From an optimization exercise on the open Yosys and OpenROAD flow, aimed at small area, a short achievable clock period and few clock cycles per item; shortcuts taken in it are not production practice.

## wsio_scaler
module wsio_scaler (
    input  wire        clk,
    input  wire        rst,         
    input  wire        in_valid,
    output wire        in_ready,
    input  wire        in_op,       
    input  wire [63:0] in_data,
    output wire        out_valid,
    input  wire        out_ready,
    output wire [63:0] out_data,
    output wire        out_err
);
    wire [15:0] raw = in_data[15:0];
    reg  [3:0]  lz;
    integer i;
    always @(*) begin
        lz = 4'd0;
        for (i = 0; i < 16; i = i + 1)
            if (raw[i]) lz = 4'd15 - i[3:0];
    end
    wire [15:0] rn     = raw << lz;
    wire        e_hi   = (rn >= 16'd64000);
    wire [16:0] r17    = e_hi ? {1'b0, rn} : {rn, 1'b0};
    wire        e_zero = (raw == 16'd0);
    wire        x_sign = in_data[63];
    wire [10:0] x_exp  = in_data[62:52];
    wire [52:0] x_mant = {1'b1, in_data[51:0]};
    wire        p_top  = (in_data[51:0] >= 52'd108086391056892);
    wire [59:0] p_rnd  = {x_mant, 7'd0} - {6'd0, x_mant, 1'b0} - {7'd0, x_mant}
                         + (p_top ? 60'd64 : 60'd32);
    wire        x_big  = (x_exp > 11'd1029);             
    wire        x_in   = (x_exp >= 11'd1013) && !x_big;
    wire [4:0]  x_d    = x_exp[4:0] - 5'd21;             
    wire [25:0] s1_in = in_op ? {1'b1, p_rnd[59:43], x_d, x_sign, x_in, x_big}
                              : {1'b0, r17, e_hi, lz, 2'b00, e_zero};
    reg         a_valid;
    reg  [25:0] a_d;
    reg         o_valid;
    reg  [62:0] o_data;
    reg         o_err;
    wire en2    = !o_valid || out_ready;        
    wire a_load = en2 || !a_valid;              
    assign in_ready = a_load;
    always @(posedge clk) begin
        if (rst)
            a_valid <= 1'b0;
        else if (a_load)
            a_valid <= in_valid;
        if (a_load)
            a_d <= s1_in;
    end
    assign out_valid = o_valid;
    assign out_data  = {1'b0, o_data};
    assign out_err   = o_err;
    wire        s_op   = a_d[25];
    wire [16:0] s_v    = a_d[24:8];
    wire [4:0]  s_n    = a_d[7:3];
    wire [2:0]  s_f    = a_d[2:0];
    wire [16:0] e_r17  = s_v;
    wire [16:0] e_r17n = ~s_v;
    wire ts1 = e_r17[15] ^ e_r17[13] ^ e_r17[11];
  ...
make LEC_CHECK=0 CAP_MARGIN=20 CORE_MARGIN=2 CORE_UTILIZATION=40 SETUP_SLACK_MARGIN=5 SLEW_MARGIN=20 finish   # period 10.0 ns
run.sh (not shown) runs the stock make flow with config.mk's settings and CLKGATE_MAP_FILE= SYNTH_SCRIPT=/design/flow/synth_recipe.tcl, a recipe that flattens the netlist after the stock synthesis.
Edit:
--- a/flow/design.v
+++ b/flow/design.v
@@ -36,22 +36,31 @@
     reg         a_valid;
     reg  [25:0] a_d;
     reg         o_valid;
     reg  [62:0] o_data;
     reg         o_err;
     wire en2    = !o_valid || out_ready;        
     wire a_load = en2 || !a_valid;              
-    assign in_ready = a_load;
+    reg         b_valid;
+    reg  [25:0] b_d;
+    assign in_ready = !b_valid;
     always @(posedge clk) begin
-        if (rst)
+        if (rst) begin
             a_valid <= 1'b0;
-        else if (a_load)
-            a_valid <= in_valid;
+            b_valid <= 1'b0;
+        end else if (a_load) begin
+            a_valid <= b_valid || in_valid;
+            b_valid <= 1'b0;
+        end else if (!b_valid) begin
+            b_valid <= in_valid;
+        end
+        if (!b_valid)
+            b_d <= s1_in;
         if (a_load)
-            a_d <= s1_in;
+            a_d <= b_valid ? b_d : s1_in;
     end
     assign out_valid = o_valid;
     assign out_data  = {1'b0, o_data};
     assign out_err   = o_err;
     wire        s_op   = a_d[25];
     wire [16:0] s_v    = a_d[24:8];
     wire [4:0]  s_n    = a_d[7:3];
The changed run finished clean.
Via count is higher by 6.8%.
Global-route usage is higher by 0.33 points.
Setup slack gets worse by 0.25 ns.
Wire length is higher by 8.5%.
Area after synthesis is higher by 7.1%.
Clock-buffer cell count is higher by 11.
Utilization hardly moves.
No run of this note included a check of the RTL's function; only the layout flow was run.

---

wsio_scaler, a different RTL version from the one above (not shown whole).
For scale: about 2500 cells after synthesis, about 110 flip-flops, roughly 140 I/O pins, ~19000 µm² of cells after synthesis.
make LEC_CHECK=0 ABC_AREA=1 CAP_MARGIN=20 CORE_MARGIN=2 CORE_UTILIZATION=40 SETUP_SLACK_MARGIN=5 SLEW_MARGIN=20 finish   # period 10.0 ns
==> next run, changes <==
--- a/flow/design.v
+++ b/flow/design.v
@@ -13,23 +13,25 @@
     wire [15:0] raw = in_data[15:0];
     reg  [3:0]  lz;
     integer i;
     always @(*) begin
         lz = 4'd0;
         for (i = 0; i < 16; i = i + 1)
             if (raw[i]) lz = 4'd15 - i[3:0];
     end
     wire [15:0] rn     = raw << lz;
     wire        e_hi   = (rn >= 16'd64000);
     wire [16:0] r17    = e_hi ? {1'b0, rn} : {rn, 1'b0};
-    wire [18:0] r51    = {2'b00, r17} + {1'b0, r17, 1'b0};    
+    wire [17:0] raw3   = {2'b00, raw} + {1'b0, raw, 1'b0};    
+    wire [17:0] rn3    = raw3 << lz;
+    wire [18:0] r51    = e_hi ? {1'b0, rn3} : {rn3, 1'b0};     
     wire        e_zero = (raw == 16'd0);
     wire        x_sign = in_data[63];
     wire [10:0] x_exp  = in_data[62:52];
     wire [52:0] x_mant = {1'b1, in_data[51:0]};
     wire [59:0] p_s    = {x_mant, 7'd0} - {6'd0, x_mant, 1'b0} - {7'd0, x_mant} + 60'd32;
     wire        p_c    = p_s[59] & (&p_s[42:5]);
     wire        x_big  = (x_exp > 11'd1029);             
     wire        x_in   = (x_exp >= 11'd1013) && !x_big;
     wire [4:0]  x_d    = x_exp[4:0] - 5'd21;             
     wire [45:0] s1_in = in_op ? {19'd0, 1'b1, p_c, p_s[59:43], x_d, x_sign, x_in, x_big}
                               : {r51, 1'b0, 1'b0, r17, e_hi, lz, 2'b00, e_zero};
Effect:
- The changed run completed with no timing, DRC or antenna violations
- sequential cell count stays the same
- area after synthesis rose by 5.7%
- setup slack is better by 470 ps
- design area fell by 2.5%
- clock-buffer cell count stays the same
- wire length rose by 13%
- worst hold slack is better by 29 ps
No run of this note included a check of the RTL's function; only the layout flow was run.

[re-timing with driven ports]
In the flow no input, the clock included, has a driving cell. The finished layouts below were timed again as built, in two steps. Step 1: set_driving_cell puts a clkbuf_16 on clk and a buf_2 on each other input, an assumption about the parent block. Step 2 adds t to the input delays and takes it off the output delays; t is the mean of the earliest and latest rising clock arrival at the registers after step 1. Input paths then give back, and output paths get back, about the clock's delay inside the block. a / b / c = no drivers / after step 1 / after step 2; a / b = the first two.
| run | t, ns | setup slack, ns | worst hold slack (ns) | worst slew at a driven data input, ns |
|---|---|---|---|---|
| the first run of note 1 | 0.424 | 3.703 / 3.703 / 3.278 | 0.664 / 0.664 / 0.664 | 0.07 |
| the second run of note 1 | 0.504 | 3.455 / 3.452 / 2.949 | 0.453 / 0.453 / 0.453 | 0.06 |
| the first run of note 2 | 0.430 | 4.615 / 4.592 / 4.162 | 0.472 / 0.472 / 0.472 | 0.10 |
| the second run of note 2 | 0.454 | 5.082 / 5.060 / 4.723 | 0.501 / 0.501 / 0.501 | 0.04 |
After both steps setup and hold are still met in every run listed. The setup slack of the second run of note 1, which loses most, moves by -0.003 ns with the drivers and by -0.506 ns with both steps.
